Context: an optimization exercise on an open-source flow, tuned for small area. The choices shown serve that exercise and are no tape-out recipe. In this exercise RTL edits were held to simulation tests only and were not proved equivalent to the original. No activity file was given, so power comes from the tool's default toggle rates.

==> flow/flow/run.sh <==
#!/bin/bash
# Standard layout with two changes:
#  - synthesis is synth_recipe.tcl unchanged except that abc runs an area-oriented
#    script (flow/abc_area.script) instead of ORFS's delay-driven one; registers,
#    their names and cell types are untouched (abc sees only combinational logic);
#  - the port buffers that global placement inserts are the smallest buffer cell.
# Each step's output goes to its own log file in this folder.
set -euo pipefail
here=$PWD
{
  echo "proc abc {args} {"
  echo "  set i [lsearch -exact \$args -script]"
  echo "  if {\$i >= 0} { set args [lreplace \$args \$i [expr {\$i + 1}] -script $here/flow/abc_area.script] }"
  echo "  yosys abc {*}\$args"
  echo "}"
  cat synth_recipe.tcl
} > area_synth.tcl
bash standard.sh "SYNTH_SCRIPT=$here/area_synth.tcl" synth > synth.log 2>&1
bash standard.sh "SYNTH_SCRIPT=$here/area_synth.tcl" \
  "BUFFER_PORTS_ARGS=-buffer_cell sky130_fd_sc_hd__buf_1" finish > layout.log 2>&1
==> flow/flow/abc_area.script <==
strash
&get -n
&deepsyn -T 80
&put
dch -f
amap
topo
==> flow/design.v <==
module swx_top (
    input  wire        clk,
    input  wire        rst,
    input  wire        req_valid,
    input  wire [7:0]  req_data,
    output wire        req_ready,
    output wire        res_valid,
    output wire        res_ok,
    output wire [39:0] res_data,
    output wire        fault,
    output wire [2:0]  fault_code,
    output wire [7:0]  fault_info,
    output wire        bus_valid,
    output wire [7:0]  bus_data,
    output wire        bus_last,
    input  wire        bus_ready,
    input  wire [7:0]  bus_rdata,
    output reg         ce,
    output wire [2:0]  pstate,
    output wire        wait_valid,
    output wire [2:0]  wait_id,
    output wire [31:0] wait_us,
    input  wire        wait_ready,
    output wire        rxb_we,
    output wire [5:0]  rxb_addr,
    output wire [7:0]  rxb_wdata
);
    localparam [4:0] OP_READ_REG    = 5'h01;
    localparam [4:0] OP_WRITE_REG   = 5'h02;
    localparam [4:0] OP_READ_ADDR   = 5'h03;
    localparam [4:0] OP_WRITE_ADDR  = 5'h04;
    localparam [4:0] OP_ADDR_ENCODE = 5'h05;
    localparam [4:0] OP_ADDR_DECODE = 5'h06;
    localparam [4:0] OP_ADDR_PARSE  = 5'h07;
    localparam [4:0] OP_POWER_UP    = 5'h08;
    localparam [4:0] OP_POWER_DOWN  = 5'h09;
    localparam [4:0] OP_START_RADIO = 5'h0A;
    localparam [4:0] OP_STOP_RADIO  = 5'h0B;
    localparam [4:0] OP_START_RX    = 5'h0C;
    localparam [4:0] OP_STOP_RX     = 5'h0D;
    localparam [4:0] OP_RX_READY    = 5'h0E;
    localparam [4:0] OP_RX_DYN      = 5'h0F;
    localparam [4:0] OP_RX_FIXED    = 5'h10;
    localparam [4:0] OP_TX          = 5'h11;
    localparam [4:0] OP_FLUSH_TX    = 5'h12;
    localparam [4:0] OP_FLUSH_RX    = 5'h13;
    localparam [4:0] OP_INIT        = 5'h14;
    localparam [4:0] OP_RX_LOOP     = 5'h15;
    localparam [4:0] OP_SHUTDOWN    = 5'h16;
    localparam [4:0] OP_WAIT        = 5'h17;
    localparam [5:0] S_IDLE = 6'd0;
    localparam [5:0] S_DONE = 6'd1;
    localparam [5:0] S_RR1  = 6'd2;     
    localparam [5:0] S_RFF  = 6'd3;     
    localparam [5:0] S_WR1  = 6'd4;     
    localparam [5:0] S_WR2  = 6'd5;     
    localparam [5:0] S_RA1  = 6'd6;     
    localparam [5:0] S_RA2  = 6'd7;     
    localparam [5:0] S_RR2  = 6'd8;     
    localparam [5:0] S_WA1  = 6'd9;     
    localparam [5:0] S_WA2  = 6'd10;    
    localparam [5:0] S_EN1  = 6'd11;    
    localparam [5:0] S_LD   = 6'd12;    
    localparam [5:0] S_PA1  = 6'd13;    
    localparam [5:0] S_PA2  = 6'd14;    
    localparam [5:0] S_PCHK = 6'd15;    
    localparam [5:0] S_RD0A = 6'd16;    
    localparam [5:0] S_RD0B = 6'd17;
    localparam [5:0] S_WR0A = 6'd18;    
    localparam [5:0] S_WR0B = 6'd19;
    localparam [5:0] S_ST0  = 6'd20;    
    localparam [5:0] S_ST1  = 6'd21;
    localparam [5:0] S_DN0  = 6'd22;    
    localparam [5:0] S_DN1  = 6'd23;
    localparam [5:0] S_DP0  = 6'd24;    
    localparam [5:0] S_DP1  = 6'd25;
    localparam [5:0] S_DT   = 6'd26;    
    localparam [5:0] S_CL0  = 6'd27;    
    localparam [5:0] S_CL1  = 6'd28;
    localparam [5:0] S_E1   = 6'd29;    
    localparam [5:0] S_E2   = 6'd30;    
    localparam [5:0] S_TX1  = 6'd31;    
    localparam [5:0] S_TXA0 = 6'd32;    
    localparam [5:0] S_TXD  = 6'd33;    
    localparam [5:0] S_INIT = 6'd34;    
    localparam [5:0] S_LCHK = 6'd35;    
    localparam [5:0] S_W0   = 6'd48;
    localparam [5:0] S_W1   = 6'd49;
    localparam [5:0] S_W2   = 6'd50;
    localparam [5:0] S_W3   = 6'd51;
    localparam [5:0] S_W4   = 6'd52;
    localparam [5:0] S_W5   = 6'd53;
    localparam [5:0] S_W6   = 6'd54;
    localparam [5:0] S_F1   = 6'd57;
    localparam [5:0] S_F2   = 6'd58;
    localparam [5:0] S_F3   = 6'd59;
    localparam [5:0] S_F4   = 6'd60;
    localparam [5:0] S_F6   = 6'd62;
    reg [5:0]  st;
    reg [4:0]  op;
    reg [7:0]  b;         
    reg [5:0]  p;         
    reg [39:0] r;         
    reg        okf;       
    reg        nz;        
    reg        open;
    reg [1:0]  cs;        
    reg        hf;        
    assign res_valid  = (st == S_DONE);
    assign res_ok     = okf;
    assign res_data   = r;
    assign fault      = (st[5:3] == 3'b111);
    assign fault_code = st[2:0];
    assign fault_info = b;
    assign wait_valid = (st[5:3] == 3'b110) && !(st == S_W0 && !ce) && !(st == S_W1 && ce);
    assign wait_id    = st[2:0];
    assign wait_us    = r[31:0];
    assign pstate     = (cs == 2'd0) ? 3'd0 :
                        (cs == 2'd1) ? 3'd1 :
                        !ce          ? 3'd2 :
                        cs[0]        ? 3'd3 : 3'd4;
    assign rxb_addr   = p;
    assign rxb_wdata  = (st == S_DT) ? 8'h00 : bus_rdata;
    wire [4:0] rq_m   = req_data[4:0];
    wire [7:0] hb     = r[39:32];    
    wire [4:0] hb_m   = hb[4:0];
    wire hb_long  = (hb_m == 5'h0A) || (hb_m == 5'h0B) || (hb_m == 5'h10);
    wire hb_short = (hb_m[4:2] == 3'b011);
    wire b_long   = (b[4:0] == 5'h0A) || (b[4:0] == 5'h0B) || (b[4:0] == 5'h10);
    wire s_ready  = (bus_rdata[3:1] != 3'b111);
    wire is_dyn   = (op == OP_RX_DYN);
    wire is_loop  = (op == OP_RX_LOOP);
    wire is_tx    = (op == OP_TX);
    reg  [4:0] hv;
    always @* begin
        if (req_data >= 8'h30 && req_data <= 8'h39)      hv = {1'b0, req_data[3:0]};
        else if ((req_data >= 8'h61 && req_data <= 8'h66) ||
                 (req_data >= 8'h41 && req_data <= 8'h46)) hv = {1'b0, req_data[3:0] + 4'd9};
        else                                               hv = 5'h10;
    end
    reg        bv;           
    reg        pt;           
    reg        tk;           
    reg [7:0]  bd;
    reg        bl;
    always @* begin
        bv = 1'b0; pt = 1'b0; tk = 1'b0; bd = 8'hFF; bl = 1'b0;
        case (st)
            S_IDLE, S_EN1, S_PA1, S_PA2, S_TX1: tk = 1'b1;
            S_RR1:  begin pt = 1'b1; bd = {3'b000, hb_m}; end
            S_RFF:  begin bv = 1'b1; bl = 1'b1; end
            S_WR1:  begin pt = 1'b1; bd = {3'b001, hb_m}; end
            S_WR2:  begin pt = 1'b1; bd = hb; bl = 1'b1; end
            S_RA1:  begin
                        if (!hf || ((hb_long || hb_short) && open)) pt = 1'b1;
                        bd = hb_long ? {3'b000, hb_m} : 8'h0B;
                    end
            S_RA2:  begin bv = 1'b1; bl = (p[2:0] == 3'd4); end
            S_RR2:  begin bv = 1'b1; bd = b; end
            S_WA1:  begin
                        if (!hf || ((hb_long || hb_short) && open)) pt = 1'b1;
                        bd = {3'b001, hb_m};
                    end
            S_WA2:  begin
                        if (b_long || p[2:0] == 3'd0) pt = 1'b1; else tk = 1'b1;
                        bd = hb; bl = !b_long || (p[2:0] == 3'd4);
                    end
            S_LD:   tk = !((op == OP_ADDR_DECODE) && (p[2:0] >= b[2:0])) &&
                         !(is_loop && !p[1]);
            S_RD0A: begin bv = 1'b1; bd = 8'h00; end
            S_RD0B: begin bv = 1'b1; bl = 1'b1; end
            S_WR0A: begin bv = 1'b1; bd = 8'h20; end
            S_WR0B: begin
                        bv = 1'b1; bl = 1'b1;
                        if (op == OP_START_RADIO || op == OP_INIT) bd = b | 8'h02;
                        else if (op == OP_STOP_RADIO || op == OP_SHUTDOWN)    bd = b & 8'hFD;
                        else if (op == OP_START_RX || (is_loop && !okf))      bd = b | 8'h01;
                        else                                                  bd = b & 8'hFE;
                    end
            S_ST0:  begin bv = 1'b1; bd = 8'h07; end
            S_ST1:  begin bv = 1'b1; bl = 1'b1; end
            S_DN0:  begin bv = 1'b1; bd = 8'h60; end
            S_DN1:  begin bv = 1'b1; bl = 1'b1; end
            S_DP0:  begin bv = 1'b1; bd = 8'h61; bl = (b[5:0] == 6'd0); end
            S_DP1:  begin bv = 1'b1; bl = (p + 6'd1 == b[5:0]); end
            S_CL0:  begin bv = 1'b1; bd = 8'h27; end
            S_CL1:  begin
                        bv = 1'b1; bl = 1'b1;
                        bd = !is_tx ? 8'h40 : okf ? 8'h20 : 8'h10;
                    end
            S_E1:   begin bv = 1'b1; bd = 8'hE1; bl = 1'b1; end
            S_E2:   begin bv = 1'b1; bd = 8'hE2; bl = 1'b1; end
            S_TXA0: begin bv = 1'b1; bd = 8'hA0; bl = (b[5:0] == 6'd0); end
            S_TXD:  begin pt = 1'b1; bd = hb; bl = (p + 6'd1 == b[5:0]); end
            S_INIT: begin
                        bv = 1'b1;
                        case (p[4:0])
                            5'd0:  bd = 8'h30;
                            5'd6:  bd = 8'h2B;
                            5'd12: bd = 8'h26;
                            5'd13: begin bd = 8'h0F; bl = 1'b1; end
                            5'd14: bd = 8'h3C;
                            5'd15: begin bd = 8'h3F; bl = 1'b1; end
                            5'd16: bd = 8'h3D;
                            5'd17: begin bd = 8'h04; bl = 1'b1; end
                            5'd18: bd = 8'h25;
                            5'd20: bd = 8'h20;
                            5'd21: begin bd = 8'h0C; bl = 1'b1; end
                            5'd22: bd = 8'h24;
                            default: begin
                                bv = 1'b0; pt = 1'b1; bd = hb;
                                bl = (p[4:0] == 5'd5) || (p[4:0] == 5'd11) || (p[4:0] == 5'd19) || (p[4:0] == 5'd23);
                            end
                        endcase
                    end
            default: ;
        endcase
    end
    assign bus_valid = bv || (pt && hf);
    assign bus_data  = bd;
    assign bus_last  = bl;
    assign req_ready = tk || (pt && !hf);
    wire req_fire  = req_valid && req_ready;
    wire bus_fire  = bus_valid && bus_ready;
    assign rxb_we = (st == S_DT) || ((st == S_DP1) && bus_fire);
    wire adv = (bv || (pt && hf)) ? bus_fire :
               tk         ? req_valid :
               pt         ? 1'b0 :
               (st[5:3] == 3'b110) ? (wait_valid && wait_ready) : 1'b1;
    wire rq_bad_op = (req_data == 8'h00) || (req_data > 8'h17);
    wire rq_nobus  = (rq_m == OP_ADDR_ENCODE) || (rq_m == OP_ADDR_DECODE) ||
                     (rq_m == OP_ADDR_PARSE)  || (rq_m == OP_WAIT) ||
                     (rq_m == OP_READ_ADDR)   || (rq_m == OP_WRITE_ADDR) || (rq_m == OP_TX);
    wire p_lt10    = (p < 6'd10);
    wire is_codec  = (op == OP_ADDR_ENCODE) || (op == OP_ADDR_DECODE);
    wire rd_big    = (bus_rdata > 8'd32);
    reg [5:0] nx;
    always @* begin
        nx = st;
        case (st)
            S_IDLE:
                if (rq_bad_op) nx = S_F1;
                else if (!open && !rq_nobus) nx = S_F6;
                else case (rq_m)
                    OP_READ_REG:    nx = S_RR1;
                    OP_WRITE_REG:   nx = S_WR1;
                    OP_READ_ADDR:   nx = S_RA1;
                    OP_WRITE_ADDR:  nx = S_WA1;
                    OP_ADDR_ENCODE, OP_ADDR_DECODE: nx = S_EN1;
                    OP_ADDR_PARSE:  nx = S_PA1;
                    OP_POWER_UP, OP_START_RX:   nx = S_W0;
                    OP_POWER_DOWN, OP_STOP_RX:  nx = S_W1;
                    OP_START_RADIO, OP_STOP_RADIO, OP_SHUTDOWN: nx = S_RD0A;
                    OP_RX_READY, OP_RX_DYN, OP_RX_FIXED: nx = S_ST0;
                    OP_TX:          nx = S_TX1;
                    OP_FLUSH_TX:    nx = S_E1;
                    OP_FLUSH_RX:    nx = S_E2;
                    OP_INIT:        nx = S_INIT;
                    default:        nx = S_LD;
                endcase
            S_DONE: nx = S_IDLE;
            S_RR1:  nx = S_RFF;
            S_RFF:  nx = S_DONE;
            S_WR1:  nx = S_WR2;
            S_WR2:  nx = S_DONE;
            S_RA1, S_WA1:
                if (!(hb_long || hb_short)) nx = S_F3;
                else if (!open) nx = S_F6;
                else nx = (st == S_RA1) ? S_RA2 : S_WA2;
            S_RA2:  if (bus_last) nx = b_long ? S_DONE : S_RR2;
            S_RR2:  nx = S_RFF;
            S_WA2:  if (p[2:0] == 3'd4) nx = S_DONE;
            S_EN1:  nx = (req_data == 8'd0 || req_data > 8'd5) ? S_F2 : S_LD;
            S_LD:
                if (is_codec) begin
                    if (p[2:0] == 3'd4) nx = S_DONE;
                end else if (p[1:0] == 2'd3) nx = is_loop ? S_W0 : S_W6;
            S_PA1:  nx = (req_data == 8'd0) ? S_PCHK : S_PA2;
            S_PA2:  if (b == 8'd1) nx = S_PCHK;
            S_PCHK: nx = S_DONE;
            S_RD0A: nx = S_RD0B;
            S_RD0B: nx = S_WR0A;
            S_WR0A: nx = S_WR0B;
            S_WR0B: nx = (op[4:2] == 3'b011 || is_loop) ? S_W3 : S_W2;
            S_ST0:  nx = S_ST1;
            S_ST1:
                if (is_tx) nx = (bus_rdata[5] || bus_rdata[4]) ? S_CL0 : S_W4;
                else if (!s_ready) nx = is_loop ? S_W5 : S_DONE;
                else if (op == OP_RX_FIXED) nx = S_DP0;
                else if (op == OP_RX_READY) nx = S_DONE;
                else nx = S_DN0;
            S_DN0:  nx = S_DN1;
            S_DN1:  nx = rd_big ? S_E2 : S_DP0;
            S_DP0:  nx = (b[5:0] == 6'd0) ? S_DT : S_DP1;
            S_DP1:  if (bus_last) nx = (op == OP_RX_FIXED) ? S_CL0 : S_DT;
            S_DT:   nx = S_CL0;
            S_CL0:  nx = S_CL1;
            S_CL1:
                if (is_tx) nx = okf ? S_W1 : S_E1;
                else if (is_loop) nx = S_W5;
                else nx = S_DONE;
            S_E1:
                if (!is_tx || (!okf && b == 8'd0)) nx = S_DONE;
                else if (okf) nx = S_TXA0;
                else nx = S_W1;
            S_E2:   nx = is_loop ? S_W5 : S_DONE;
            S_TX1:
                if (req_data > 8'd32) nx = S_F4;
                else if (!open) nx = S_F6;
                else nx = S_E1;
            S_TXA0: nx = (b[5:0] == 6'd0) ? S_W0 : S_TXD;
            S_TXD:  if (bus_last) nx = S_W0;
            S_INIT: if (p[4:0] == 5'd23) nx = S_RD0A;
            S_LCHK: nx = (r[31:16] == 16'hFFFF) ? S_W1 : S_ST0;
            S_W0:
                if (op == OP_POWER_UP) nx = S_DONE;
                else if (is_tx) nx = S_ST0;
                else nx = S_RD0A;
            S_W1:
                if (op == OP_POWER_DOWN) nx = S_DONE;
                else if (is_tx) nx = (b == 8'd0) ? S_E1 : S_DONE;
                else nx = S_RD0A;
            S_W2:   nx = (op == OP_INIT) ? S_E2 : S_DONE;
            S_W3:   nx = (is_loop && !okf) ? S_LCHK : S_DONE;
            S_W4:   nx = (b == 8'd1) ? S_W1 : S_ST0;
            S_W5:   nx = S_LCHK;
            S_W6:   nx = S_DONE;
            default: ;
        endcase
    end
    wire [5:0] nst = adv ? nx : st;
    wire sIDLE = (st == S_IDLE);
    wire sPA2  = (st == S_PA2);
    wire sLD   = (st == S_LD);
    reg       b_en;
    reg [7:0] b_d;
    always @* begin
        b_en = 1'b0;
        b_d  = req_data;
        case (st)
            S_IDLE, S_EN1, S_PA1: b_en = 1'b1;
            S_WR1:  begin b_en = 1'b1; b_d = {3'b000, hb_m}; end
            S_RA1, S_WA1: begin b_en = !((hb_long || hb_short) && !open); b_d = (hb_long || hb_short) ? {3'b000, hb_m} : hb; end
            S_TX1:  b_en = !(req_data <= 8'd32 && !open);
            S_RD0B, S_DN1: begin b_en = 1'b1; b_d = bus_rdata; end
            S_PA2, S_W4: begin b_en = 1'b1; b_d = b - 8'd1; end
            S_ST1:  begin b_en = !is_tx; b_d = 8'd8; end
            S_W0:   begin b_en = 1'b1; b_d = 8'd100; end
            default: ;
        endcase
    end
    wire p_clr = sIDLE || (st == S_DN1);
    wire p_inc = (st == S_RA2) || (st == S_WA2) || sLD || (sPA2 && p_lt10) ||
                 (st == S_DP1) || (st == S_TXD) || (st == S_INIT);
    wire       r0_zero = (r[7:0] == 8'd0);
    wire       r2_zero = (r[23:16] == 8'd0);
    wire [1:0] csel = {(st == S_ST0) || (st == S_W5), (st == S_DP0) || (st == S_W5)};
    wire [7:0] cbyte = (csel == 2'd0) ? r[7:0] : (csel == 2'd1) ? r[15:8] :
                       (csel == 2'd2) ? r[23:16] : r[31:24];
    wire [7:0] cinc  = cbyte + 8'd1;
    reg [4:0]  r_ben;      
    reg [9:0]  r_nen;      
    reg [2:0]  d_sel;      
    integer k;
    always @* begin
        r_ben  = 5'd0;
        r_nen  = 10'd0;
        d_sel  = 3'd2;
        case (st)
            S_RFF:  r_ben = 5'b00001;
            S_RA2:  for (k = 0; k < 5; k = k + 1) r_ben[k] = (p[2:0] == k);
            S_LD:   begin
                        for (k = 0; k < 5; k = k + 1) r_ben[k] = (p[2:0] == k);
                        d_sel = (!tk || (op == OP_ADDR_ENCODE && p[2:0] >= b[2:0])) ? 3'd0 :
                                is_loop ? 3'd4 : 3'd1;
                    end
            S_PA2:  begin
                        for (k = 0; k < 10; k = k + 1) r_nen[k] = (p == 9 - k);
                        d_sel = 3'd3;
                    end
            S_PCHK: begin r_ben = {5{!(okf && nz)}}; d_sel = 3'd0; end
            S_ST1:  begin r_ben = {4'd0, is_dyn}; d_sel = 3'd0; end
            S_DN1:  begin
                        r_ben  = {4'd0, is_dyn || (is_loop && !rd_big && bus_rdata != 8'd0)};
                        d_sel  = is_loop ? 3'd5 : rd_big ? 3'd0 : 3'd2;
                    end
            S_DP0:  begin r_ben = {3'd0, is_loop && b[5:0] != 6'd0 && r0_zero, 1'b0}; d_sel = 3'd5; end
            S_ST0:  begin r_ben = {2'd0, is_loop, 2'd0}; d_sel = 3'd5; end
            S_W5:   begin r_ben = {1'b0, r2_zero, 3'd0}; d_sel = 3'd5; end
            default: ;
        endcase
        if (pt && !hf) begin r_ben = 5'b10000; d_sel = 3'd1; end
    end
    wire [7:0] d8 = (d_sel == 3'd0) ? 8'h00 :
                    (d_sel == 3'd1) ? req_data :
                    (d_sel == 3'd2) ? bus_rdata :
                    (d_sel == 3'd3) ? {hv[3:0], hv[3:0]} :
                    (d_sel == 3'd4) ? ~req_data : cinc;
    wire [9:0] nen = r_nen | {r_ben[4], r_ben[4], r_ben[3], r_ben[3], r_ben[2], r_ben[2],
                              r_ben[1], r_ben[1], r_ben[0], r_ben[0]};
    always @(posedge clk) begin
        if (rst) begin
            st   <= S_IDLE;
            hf   <= 1'b0;
            open <= 1'b1;
            cs   <= 2'd0;
            ce   <= 1'b0;
        end else begin
            st <= nst;
            if (pt && !hf && req_valid) hf <= 1'b1;
            else if (adv) hf <= 1'b0;
            if (st == S_W0) ce <= 1'b1;
            else if (st == S_W1) ce <= 1'b0;
            if (bus_fire && ((st == S_WR0B) || (st == S_WR2 && b == 8'd0)))
                cs <= bd[1] ? {1'b1, bd[0]} : 2'd1;
            if (adv && st == S_W2 && op == OP_SHUTDOWN) open <= 1'b0;
        end
    end
    always @(posedge clk) begin
        if (sIDLE) op <= rq_m;
        for (k = 0; k < 10; k = k + 1)
            if (nen[k] && (adv || (pt && !hf))) r[4*k +: 4] <= (k % 2 == 1) ? d8[7:4] : d8[3:0];
        if (adv) begin
            if (b_en) b <= b_d;
            if (p_clr) p <= 6'd0;
            else if (p_inc) p <= p + 6'd1;
            case (st)
                S_IDLE: if (rq_m == OP_RX_LOOP) okf <= 1'b0;
                S_PA1:  begin okf <= (req_data >= 8'd10); nz <= 1'b0; end
                S_PA2:  if (p_lt10) begin
                            if (hv[4]) okf <= 1'b0;
                            if (hv[3:0] != 4'd0) nz <= 1'b1;
                        end
                S_PCHK: okf <= okf && nz;
                S_ST1:  if (!is_tx) okf <= s_ready;
                        else if (bus_rdata[5]) okf <= 1'b1;
                        else if (bus_rdata[4]) okf <= 1'b0;
                S_TX1:  okf <= 1'b1;
                S_W4:   if (b == 8'd1) okf <= 1'b0;
                S_LCHK: if (r[31:16] == 16'hFFFF) okf <= 1'b1;
                default: ;
            endcase
        end
    end
endmodule
==> flow/constraint.sdc <==
create_clock -name core_clock -period 10.0 [get_ports {clk}]
set_input_delay 2.0000 -clock core_clock [delete_from_list [all_inputs] [get_ports {clk}]]
set_output_delay 2.0000 -clock core_clock [all_outputs]
set_load 0.01 [all_outputs]
==> flow/config.mk <==
export PLATFORM = sky130hd
export DESIGN_NAME = swx_top
export DESIGN_NICKNAME = swx_top
export VERILOG_FILES = /design/flow/design.v
export SDC_FILE = /design/flow/constraint.sdc
export NUM_CORES = 4
export LEC_CHECK = 0
export ABC_AREA = 1
export CAP_MARGIN = 20
export CORE_MARGIN = 2
export CORE_UTILIZATION = 60
export SLEW_MARGIN = 20
==> flow/standard.sh <==
#!/bin/bash
# synth_recipe.tcl (not shown) runs the flow's synth.tcl, then flattens the netlist and writes it again
# the make line also repeats each setting of config.mk as NAME=value (left out here)
make -C /OpenROAD-flow-scripts/flow DESIGN_CONFIG=/design/flow/config.mk WORK_HOME=/design/flow/orfs CLKGATE_MAP_FILE= SYNTH_SCRIPT=/design/flow/synth_recipe.tcl "${@:-finish}"
==> results of run 1 <==
-- cells in the final DEF, fill, tap and decap left out, types with 5 or more instances in the layout --
cell and count:
nor2_1 170, clkinv_1 138, o21a_1 7, clkbuf_8 9, o21ai_0 76, buf_1 140, nand2_1 60, or2_0 9
o211ai_1 8, o221ai_1 16, nand4_1 10, dfxtp_1 11, nand3_1 19, a21oi_1 34, o22ai_1 20, or3_1 7
nor4_1 17, edfxtp_1 61, o31ai_1 5, o2111ai_1 11, nor3_1 46, a31oi_1 16, ha_1 19, a221oi_1 5
a2111oi_0 10, a211oi_1 6
-- how the worst min path moves through the flow --
stage | startpoint | to
floorplan | hf | hf
detailed placement | ce | ce
global placement | cs[1] | cs[1]
global route | cs[1] | cs[1]
finish | ce | ce
CTS | ce | ce
-- critical path: cells and delay by family, from the launching register on --
family / cells / cell delay [ps]
flip-flops: 1 / 520
buffers and inverters: 4 / 1100
AND/OR/NAND/NOR: 4 / 1560
AO/OA/AOI/OAI: 3 / 750
-- power groups by stage --
stage	Sequential (µW)	Clock [µW]	Combinational, µW
after floorplan	582	0	723
after global placement	602	0	1160
after detailed placement	605	0	1160
after CTS	598	214	1160
after global routing	614	227	1310
final	610	222	1260
-- metal layers --
metal,up-vias,global-route usage [%]
met5,-,7.62
met4,4,29.7
met3,320,23.2
met2,990,69.6
met1,3648,63.0
li1,3439,-
-- per-stage QoR --
stage	worst slack, ps	cells	power (µW)	area (µm²)	hold slack, ps
floorplan	5250	879	1310	6390	509
global placement	4440	1119	1760	6820	555
detailed placement	4390	1119	1760	6820	571
CTS	3980	1135	1980	6990	582
global route	3520	1135	2160	6990	633
finish	3680	1135	2090	6990	582
-- state kept, by name (all words and copies together), names as in the netlist --
| name | count |
|---|---|
| st | 6 |
| op | 5 |
| okf | 1 |
| hf | 1 |
| open | 1 |
| b | 8 |
| r | 40 |
| ce | 1 |
| nz | 1 |
| p | 6 |
| cs | 2 |
-- cell type report --
cell class | instances | area [µm²] | share of cell area (%)
flip-flops and latches | 72 | 2050 | 29.3
well taps | 136 | 170 | 2.43
clock buffers | 10 | 128 | 1.82
inverters | 138 | 518 | 7.41
repair buffers | 142 | 541 | 7.73
clock inverters | 6 | 43.8 | 0.626
multi-input cells | 631 | 3540 | 50.6
-- logic make-up after synthesis --
| family | after synthesis | synth area share [%] |
|---|---|---|
| AND/OR/NAND/NOR | 357 | 24.8 |
| adder cells (fa/ha/maj) | 19 | 3.72 |
| AO/OA/AOI/OAI | 255 | 26.8 |
| flip-flops | 72 | 32.1 |
| buffers and inverters | 176 | 12.6 |
==> impl_metrics.ini, run 1 <==
[run_status]
status = timing/DRC/antenna clean

[synthesis]
synth_nets = 919
synth_area_leader_cell = edfxtp_1
synthTopCellsByArea = edfxtp_1 29%, nor2_1 10%, clkinv_1 8.1%, o21ai_0 6.0%, buf_4 4.5%
synthArstFlopShare_pct = 0
synth_most_common_cell = nor2_1
synth_top_area_share_pct = 28.7
yosys.cell_types.count = 48
yosys_warnings = 1
syn-mean-instance-area_um2 = 7.27
synth-seq-cells = 72
synth_edf_count = 61
syn_area_um2 = 6390
netlist_instances = 879
synth_top_flop_cell = edfxtp_1
synth_common_cells = 170 x nor2_1, 138 x clkinv_1, 77 x o21ai_0, 61 x edfxtp_1, 60 x nand2_1
yosysSeqAreaShare_pct = 32.1

[worst_hold_path]
hold_depth = 2
hp-class = flip-flop to flip-flop

[setup_path]
cp_data_arrival_time_ps = 4320
r2r-start = st[4]
crit_fanout = 9
worstPathCellList = clkinv_1 -> nor2_1 -> clkinv_1 -> nor2_1 -> clkinv_1 -> nor3_1 -> a311oi_1 -> o21ai_0 -> nand2_1 -> o32ai_1 -> buf_1
critPathLaunchType = flip-flop
startpoint = st[1]
rrSetupSlack_ps = 3720
crit_end = rxb_we
critical_path.slowest_cell = nor3_1
cpMostUsedCell = clkinv_1
path_class = flip-flop to output port
cp.required_ps = 8000
critPathCaptureType = output port
reg2reg_depth = 15
cpPeakStageDelay_ps = 550
r2r_end = r[14]

[global_routing]
grt_pass1_wl_um = 43000
gr-total-overflow = 0
grt_max_degree = 18
grt_pass1_vias = 7590
grt_usage_pct = 50.3
grt_antenna_before_repair = 1

[power_and_ir_drop]
clkPwrFrac_pct = 10.6
p_int_uw = 898
p_leak_uw = 0.00216
powerDensity_nw_per_um2 = 299
swShare_pct = 57.1
p_comb_share_pct = 60.3
irDropWorstVdd_mv = 0.266
p_sw_uw = 1200
pwr-share-seq_pct = 29.1

[finish]
finalNetCount = 1034
area_growth_pct = 9.44
antenna_cells = 0
drive_gt1_share_pct = 1.80
fillers = 909
final_util_pct = 67.7

[clocking]
root_buffer = clkbuf_8
cts-hold-fix-buffers = 0
cts_sinks = 72
cts_made_buffers = 9
clk_pin_slew_ps = 70
cts_buffer_depth = 2
cts_tree = done
cts_resized = 0
insertion_delay_ps = 390
post_cts_buffers = 0
h-tree-depth = 3

[sta]
final.setup.tns_ps = 0
fmaxAchievable_mhz = 158
rsz0062_at_grt = false
finalHoldViolCount = 0
slew_headroom_pct = 14.3
final.period_utilization_pct = 63.2
worst_pin_slew_ps = 1280
finClkSkew_ps = 17.9
setup_viol = 0
drv_slew = 0
min_period_ps = 6320

[floorplan]
rows = 37
die_w_um = 107
fp.dieArea_um2 = 11500
core_um2 = 10300
start_util_pct = 61.9
ios = 141
chipHeight_um = 107

[route]
wl_met2_um = 11100
dr.pass1.iters = 17
drc = 0
via_per_inst = 7.40
wirelength_um = 29000
drt-initial-drc-count = 1792
antenna_left = 0
via_count = 8401
wl_met1_um = 9800
top_layer = met5
wire_per_inst_um = 25.6
dr_wl_met3_um = 5350

[placement]
dp_hpwl_um = 22800
gp_congestion = 1.27
io_buffers = 140

[flow_run]
max-cap-violations = 0
==> run 2: changes to the inputs <==
==> flow/flow/run.sh (replaced) <==
#!/bin/bash
# Standard layout with three changes:
#  - synthesis is synth_recipe.tcl unchanged except that abc runs an area-oriented
#    script (flow/abc_area.script) instead of ORFS's delay-driven one; registers,
#    their names and cell types are untouched (abc sees only combinational logic);
#  - the port buffers that global placement inserts are the smallest buffer cell;
#  - clock tree synthesis inserts no dummy loads.
# Each step's output goes to its own log file in this folder.
set -euo pipefail
here=$PWD
{
  echo "proc abc {args} {"
  echo "  set i [lsearch -exact \$args -script]"
  echo "  if {\$i >= 0} { set args [lreplace \$args \$i [expr {\$i + 1}] -script $here/flow/abc_area.script] }"
  echo "  yosys abc {*}\$args"
  echo "}"
  cat synth_recipe.tcl
} > area_synth.tcl
bash standard.sh "SYNTH_SCRIPT=$here/area_synth.tcl" synth > synth.log 2>&1
bash standard.sh "SYNTH_SCRIPT=$here/area_synth.tcl" \
  "BUFFER_PORTS_ARGS=-buffer_cell sky130_fd_sc_hd__buf_1" \
  "CTS_ARGS=-sink_clustering_enable -repair_clock_nets -buf_list sky130_fd_sc_hd__clkbuf_8 -dont_use_dummy_load" \
  finish > layout.log 2>&1
==> run 2 against run 1 <==
Against the previous run: critical path depth unchanged; design area decreased by 0.68%; final cell count decreased by 0.62%; core utilization decreased by 0.46 points; synthesized cell count unchanged; clock power decreased by 15%; non-clock buffer count unchanged; sequential cell count unchanged; total power decreased by 1.5%; critical path type unchanged; critical endpoint unchanged; largest power group unchanged; highest routed layer unchanged.
==> impl_metrics.ini, run 2 <==
[power_and_ir_drop]
powerDensity_nw_per_um2 = 297
p_leak_uw = 0.00214
irDropWorstVdd_mv = 0.267

[synthesis]
synth_top_area_share_pct = 28.7
yosys.cell_types.count = 48
syn_area_um2 = 6390
netlist_instances = 879
yosysSeqAreaShare_pct = 32.1
synth_common_cells = 170 x nor2_1, 138 x clkinv_1, 77 x o21ai_0, 61 x edfxtp_1, 60 x nand2_1
synth-seq-cells = 72
yosys_warnings = 1
synth_area_leader_cell = edfxtp_1
synth_nets = 919
synthArstFlopShare_pct = 0
synthTopCellsByArea = edfxtp_1 29%, nor2_1 10%, clkinv_1 8.1%, o21ai_0 6.0%, buf_4 4.5%
syn-mean-instance-area_um2 = 7.27
synth_edf_count = 61
synth_top_flop_cell = edfxtp_1
synth_most_common_cell = nor2_1

[finish]
area_growth_pct = 8.69
drive_gt1_share_pct = 1.21
final_common_cell = nor2_1
antenna_cells = 0
top_regs = r (40), b (8)
finalNetCount = 1034
finalNonFillerCells = 1128
largest_reg_flops = 40
final_util_pct = 67.3
mostFrequentLayoutCells = 170 x nor2_1, 140 x buf_1, 138 x clkinv_1
top_register = r

[clocking]
cts-hold-fix-buffers = 0
cts_made_buffers = 9
cts_buffer_depth = 2
h-tree-depth = 3
clk_pin_slew_ps = 50
insertion_delay_ps = 390
root_buffer = clkbuf_8
post_cts_buffers = 0
cts_resized = 0
cts_tree = done
cts_sinks = 72

[route]
antenna_left = 0
dr.pass1.iters = 34
drc = 0
via_count = 8398
wire_per_inst_um = 25.7
drt-initial-drc-count = 2107
via_per_inst = 7.45
wirelength_um = 29000

[sta]
rsz0062_at_grt = false
worst_pin_slew_ps = 1180
finalHoldViolCount = 0
drv_slew = 0
final.setup.tns_ps = 0
setup_viol = 0
min_period_ps = 6380
final.period_utilization_pct = 63.8
slew_headroom_pct = 19.5
finClkSkew_ps = 29.7
setup_slack_ps = 3620
fin_hold_ws_ps = 578
fmaxAchievable_mhz = 157

[run_status]
status = timing/DRC/antenna clean

[floorplan]
core_um2 = 10300
chipHeight_um = 107
ios = 141
fp.dieArea_um2 = 11500
start_util_pct = 61.9
die_w_um = 107
rows = 37

[global_routing]
grt_max_degree = 18
gr-total-overflow = 0
grt_usage_pct = 50.2
grt_pass1_wl_um = 43000
grt_pass1_vias = 7561
grt_antenna_before_repair = 1

[setup_path]
critPathCaptureType = output port
crit_fanout = 9
path_class = flip-flop to output port
cp.required_ps = 8000
critPathLaunchType = flip-flop
cp_data_arrival_time_ps = 4380

[placement]
dp_hpwl_um = 22800
dp_cells = 1119
gp_congestion = 1.27
pre_cts_ws_ps = 4390
io_buffers = 140

[flow_run]
max-cap-violations = 0

[worst_hold_path]
hp-class = flip-flop to flip-flop
[run 2: critical path, cell delays in order (launching register included)]
cell and delay [ps]:
dfxtp_1 520, clkinv_1 310, nor2_1 440, clkinv_1 410
nor2_1 430, clkinv_1 210, nor3_1 560, a311oi_1 170
o21ai_0 300, nand2_1 180, o32ai_1 270, buf_1 200
[run 2: final cells by class]
type                       count  area [µm²]
sequential                    72        2050
multi-input combinational    631        3540
clock buffer                   9         124
timing repair buffer         142         541
inverter                     138         518
tap                          136         170
fill                         913        3380
[run 2: per-stage QoR]
stage / total power, µW / cell area (µm²)
final: 2060 / 6950
after global routing: 2130 / 6950
after CTS: 1950 / 6940
after detailed placement: 1760 / 6820
after global placement: 1760 / 6820
after floorplan: 1310 / 6390
[run 2: worst paths after layout]
check | from | endpoint | slack [ps] | cells past startpoint
setup / recovery | st[1] | rxb_we | 3620 | 11
hold reg to reg | ce | ce | 580 | 2
hold / removal | ce | ce | 580 | 2
setup reg to reg | st[4] | r[14] | 3950 | 15
[run 2: kinds of logic after synthesis]
logic type / Yosys count / share of synthesized area (%)
and+or+nand+nor: 357 / 24.8
adders and majority gates: 19 / 3.72
DFF: 72 / 32.1
AOI/OAI and AO/OA: 255 / 26.8
buffers and inverters: 176 / 12.6
[run 2: layer usage]
layer  part of all wire (%)  vias to the layer above  routed length [µm]  track usage, %
li1                       -                     3423                   -               -
met1                     34                     3677                9800            63.7
met2                     38                      992               11100            68.9
met3                     18                      298                5340            21.8
met4                    8.8                        8                2550            31.3
met5                   0.57                        -                 164            7.62
[run 2: power breakdown]
part	switching [µW]	internal (µW)	leakage [µW]	total [µW]
clock	109	80.3	0.0000647	189
sequential	129	482	0.000647	611
combinational	936	325	0.00143	1260

what the ideal ports hide:
Ports are ideal in the flow. The routed layouts listed here were re-timed in OpenROAD. Step 1 (the two cells are an assumption about what drives the block):
set clk [get_ports {clk}]
set_driving_cell -lib_cell sky130_fd_sc_hd__clkbuf_16 $clk
set_driving_cell -lib_cell sky130_fd_sc_hd__buf_2 [delete_from_list [all_inputs] $clk]
Step 2, shift: input delay + t, output delay - t, t = (earliest + latest rising clock arrival at the registers) / 2. This alone moves slack from input paths to output paths. a / b / c = no drivers / after step 1 / after step 2; a / b = the first two.
run | t, ns | slack for setup (ns) | latest minus earliest clock arrival (ns)
run 1 | 0.426 | 3.684 / 3.644 / 3.724 | 0.018 / 0.018
run 2 | 0.412 | 3.623 / 3.584 / 3.954 | 0.030 / 0.030
After both steps setup and hold are still met in every run listed.
